Source: an optimization exercise on an open RTL-to-GDS flow (aim: small area, a short achievable clock period and few clock cycles). Production flows keep margins and buffers that such runs may drop.
In this exercise RTL edits were held to simulation tests only and were not proved equivalent to the original.
Power is estimated from default activity; no workload was simulated.

run X:
## palidx4_engine
module palidx4_engine (
    input  wire        clk,
    input  wire        rst,
    input  wire        start,
    input  wire [1:0]  op,
    input  wire [15:0] len,
    input  wire        transp_en,
    input  wire [31:0] transp_color,
    input  wire [31:0] start_index,
    input  wire        pix_valid,
    input  wire [31:0] pix_data,
    output wire        pix_ready,
    output reg         out_valid,
    output reg  [7:0]  out_byte,
    output wire        busy,
    output reg         done,
    output reg  [3:0]  err,
    output wire [15:0] err_info,
    output wire [4:0]  pal_count
);
Size: ~2100 cells after synthesis, about 160 I/O pins, roughly 0.029 mm² of cells after synthesis.
make LEC_CHECK=0 CAP_MARGIN=20 CORE_MARGIN=2 CORE_UTILIZATION=40 SETUP_SLACK_MARGIN=5 SLEW_MARGIN=20 finish   # period 11.0 ns
run.sh (not shown) runs the stock make flow with config.mk's settings and CLKGATE_MAP_FILE= SYNTH_SCRIPT=/design/flow/synth_recipe.tcl, a recipe that flattens the netlist after the stock synthesis.
Testbench counts of run X, summed over its fixed seeds: cycles 30,153.
Edits applied to the flow inputs when going from run X to run Y:
Settings: SETUP_SLACK_MARGIN removed (was 5).
Between run Y and run X, the global-route wire length before repair does not differ in any meaningful way.
Worst-case setup slack after placement is higher on run X
Any difference in non-filler instance count after layout between run Y and run X is small enough to ignore.
In the flow results for run X and run Y, the signal arrival time at the worst endpoint is larger on run Y.
For post-route standard cell area excluding fillers, run Y and run X come out practically identical.
Run Y vs. run X: initial detailed-routing violation count lost 1.1%, via count fell 166, fmax dropped 15%, wire length moved up.
The switching fraction of total power of run X and that of run Y are within noise of each other.

Another version of the RTL of palidx4_engine (not shown whole).
Size: about 160 I/O pins, about 0.029 sq mm of cells after synthesis.
Settings: LEC_CHECK=0, CAP_MARGIN=20, CORE_MARGIN=2, CORE_UTILIZATION=40, SLEW_MARGIN=20; clock period 11.0 ns.
standard.sh (not shown) runs the stock make flow with config.mk's settings and CLKGATE_MAP_FILE= SYNTH_SCRIPT=/design/flow/synth_recipe.tcl, a recipe that flattens the netlist after the stock synthesis.
==> flow/flow/run.sh <==
#!/bin/bash
# Standard ORFS layout (the standard.sh), with repair_timing aimed at a
# tighter setup target and plain buffers on the ports.
set -euo pipefail
bash standard.sh SETUP_SLACK_MARGIN=7.7 CORE_UTILIZATION=55 \
  "BUFFER_PORTS_ARGS=-buffer_cell sky130_fd_sc_hd__buf_2" \
  CTS_CLUSTER_SIZE=20 CTS_CLUSTER_DIAMETER=60 \
  SKIP_INCREMENTAL_REPAIR=1 \
  finish > standard_flow.log 2>&1
Testbench counts at the start, summed over its fixed seeds: cycles 30,153.
Next try:
==> flow/run.sh (new file) <==
#!/bin/bash
# synth_recipe.tcl (not shown) runs the flow's synth.tcl, then flattens the netlist and writes it again
# the make line also repeats each setting of config.mk as NAME=value (left out here)
make -C /OpenROAD-flow-scripts/flow DESIGN_CONFIG=/design/flow/config.mk WORK_HOME=/design/flow/orfs CLKGATE_MAP_FILE= SYNTH_SCRIPT=/design/flow/synth_recipe.tcl finish
Settings changed: SETUP_SLACK_MARGIN from default to 5.
removed: flow/flow/run.sh
removed: flow/standard.sh
Effect:
- The changed run completed with no timing, DRC or antenna violations
- cell area rises by 3.9%
- sequential power is about the same
- power came out higher by 12%
Next try:
==> flow/flow/run.sh (new file) <==
#!/bin/bash
# Standard ORFS layout, with repair_timing aimed at a tighter setup target.
set -euo pipefail
bash standard.sh SETUP_SLACK_MARGIN=7.6 finish > standard_flow.log 2>&1
==> flow/standard.sh (new file) <==
#!/bin/bash
# synth_recipe.tcl (not shown) runs the flow's synth.tcl, then flattens the netlist and writes it again
# the make line also repeats each setting of config.mk as NAME=value (left out here)
make -C /OpenROAD-flow-scripts/flow DESIGN_CONFIG=/design/flow/config.mk WORK_HOME=/design/flow/orfs CLKGATE_MAP_FILE= SYNTH_SCRIPT=/design/flow/synth_recipe.tcl "${@:-finish}"
Settings changed: SETUP_SLACK_MARGIN 5 to default.
removed: flow/run.sh
After rerunning: Routed wire length increases by 5.0%. Maximum frequency increases by about 50%. Synthesized area stays the same. Die area is unchanged. Count of clock-buffer cells in the layout increases by 4. Clock skew decreases by 0.020 ns. Sequential share of layout area decreases by 2.4 points. Utilization increases by 2.2 points. Total power is about the same.
Next try:
==> flow/flow/run.sh (replaced) <==
#!/bin/bash
# Standard ORFS layout (the standard.sh), with repair_timing aimed at a
# tighter setup target and plain buffers on the ports.
set -euo pipefail
bash standard.sh SETUP_SLACK_MARGIN=7.7 CORE_UTILIZATION=55 \
  "BUFFER_PORTS_ARGS=-buffer_cell sky130_fd_sc_hd__buf_2" \
  finish > standard_flow.log 2>&1
Outcome: The changed run finished clean. Clock power is lower by about 5%. Count of clock-buffer cells in the layout stays the same. Routed wire length is lower by 0.85%. Synthesized cell count is unchanged. Non-clock buffer count is lower by 49. First-iteration DRC count is higher by 0.74%. Global-route usage is higher by 8.4 points. Design area is lower by 5.1%. Utilization is higher by 15 points.
Next try:
--- a/flow/flow/run.sh
+++ b/flow/flow/run.sh
@@ -5 +5 @@
-bash standard.sh SETUP_SLACK_MARGIN=7.7 CORE_UTILIZATION=55 \
+bash standard.sh SETUP_SLACK_MARGIN=7.62 CORE_UTILIZATION=70 \
@@ -6,0 +7 @@
+  CTS_CLUSTER_SIZE=20 CTS_CLUSTER_DIAMETER=60 \
Total power is lower by about 11%. Area after synthesis stays the same. Core utilization is higher by 15 points.

what the ideal ports hide:
No port has a modelled driver above. Below, the same layouts with a new extraction and two added sets of constraints. Step 1, drivers: a clkbuf_16 drives clk and a buf_2 each remaining input, both assumed. Step 2 adds t to the input delays and takes it off the output delays; t is the mean of the earliest and latest rising clock arrival at the registers after step 1. Input paths then give back, and output paths get back, about the clock's delay inside the block. Three values: ideal ports, drivers, drivers and shift; two values: the first two.
run	shift t [ns]	slack for setup (ns)	latest minus earliest clock arrival (ns)
run X	0.669	5.685 / 5.685 / 5.685	0.027 / 0.028
run Y	0.665	4.737 / 4.737 / 4.737	0.027 / 0.027
the first run of note 2	0.668	7.594 / 7.532 / 7.044	0.029 / 0.030
the second run of note 2	0.668	5.815 / 5.815 / 5.815	0.056 / 0.056
the third run of note 2	0.675	7.586 / 7.535 / 6.953	0.038 / 0.038
the fourth run of note 2	0.665	7.608 / 7.545 / 7.058	0.026 / 0.026
the fifth run of note 2	0.651	7.594 / 7.538 / 6.989	0.022 / 0.022
After both steps setup and hold are still met in every run listed. The setup slack of the third run of note 2, which loses most, moves by -0.051 ns with the drivers and by -0.633 ns with both steps.
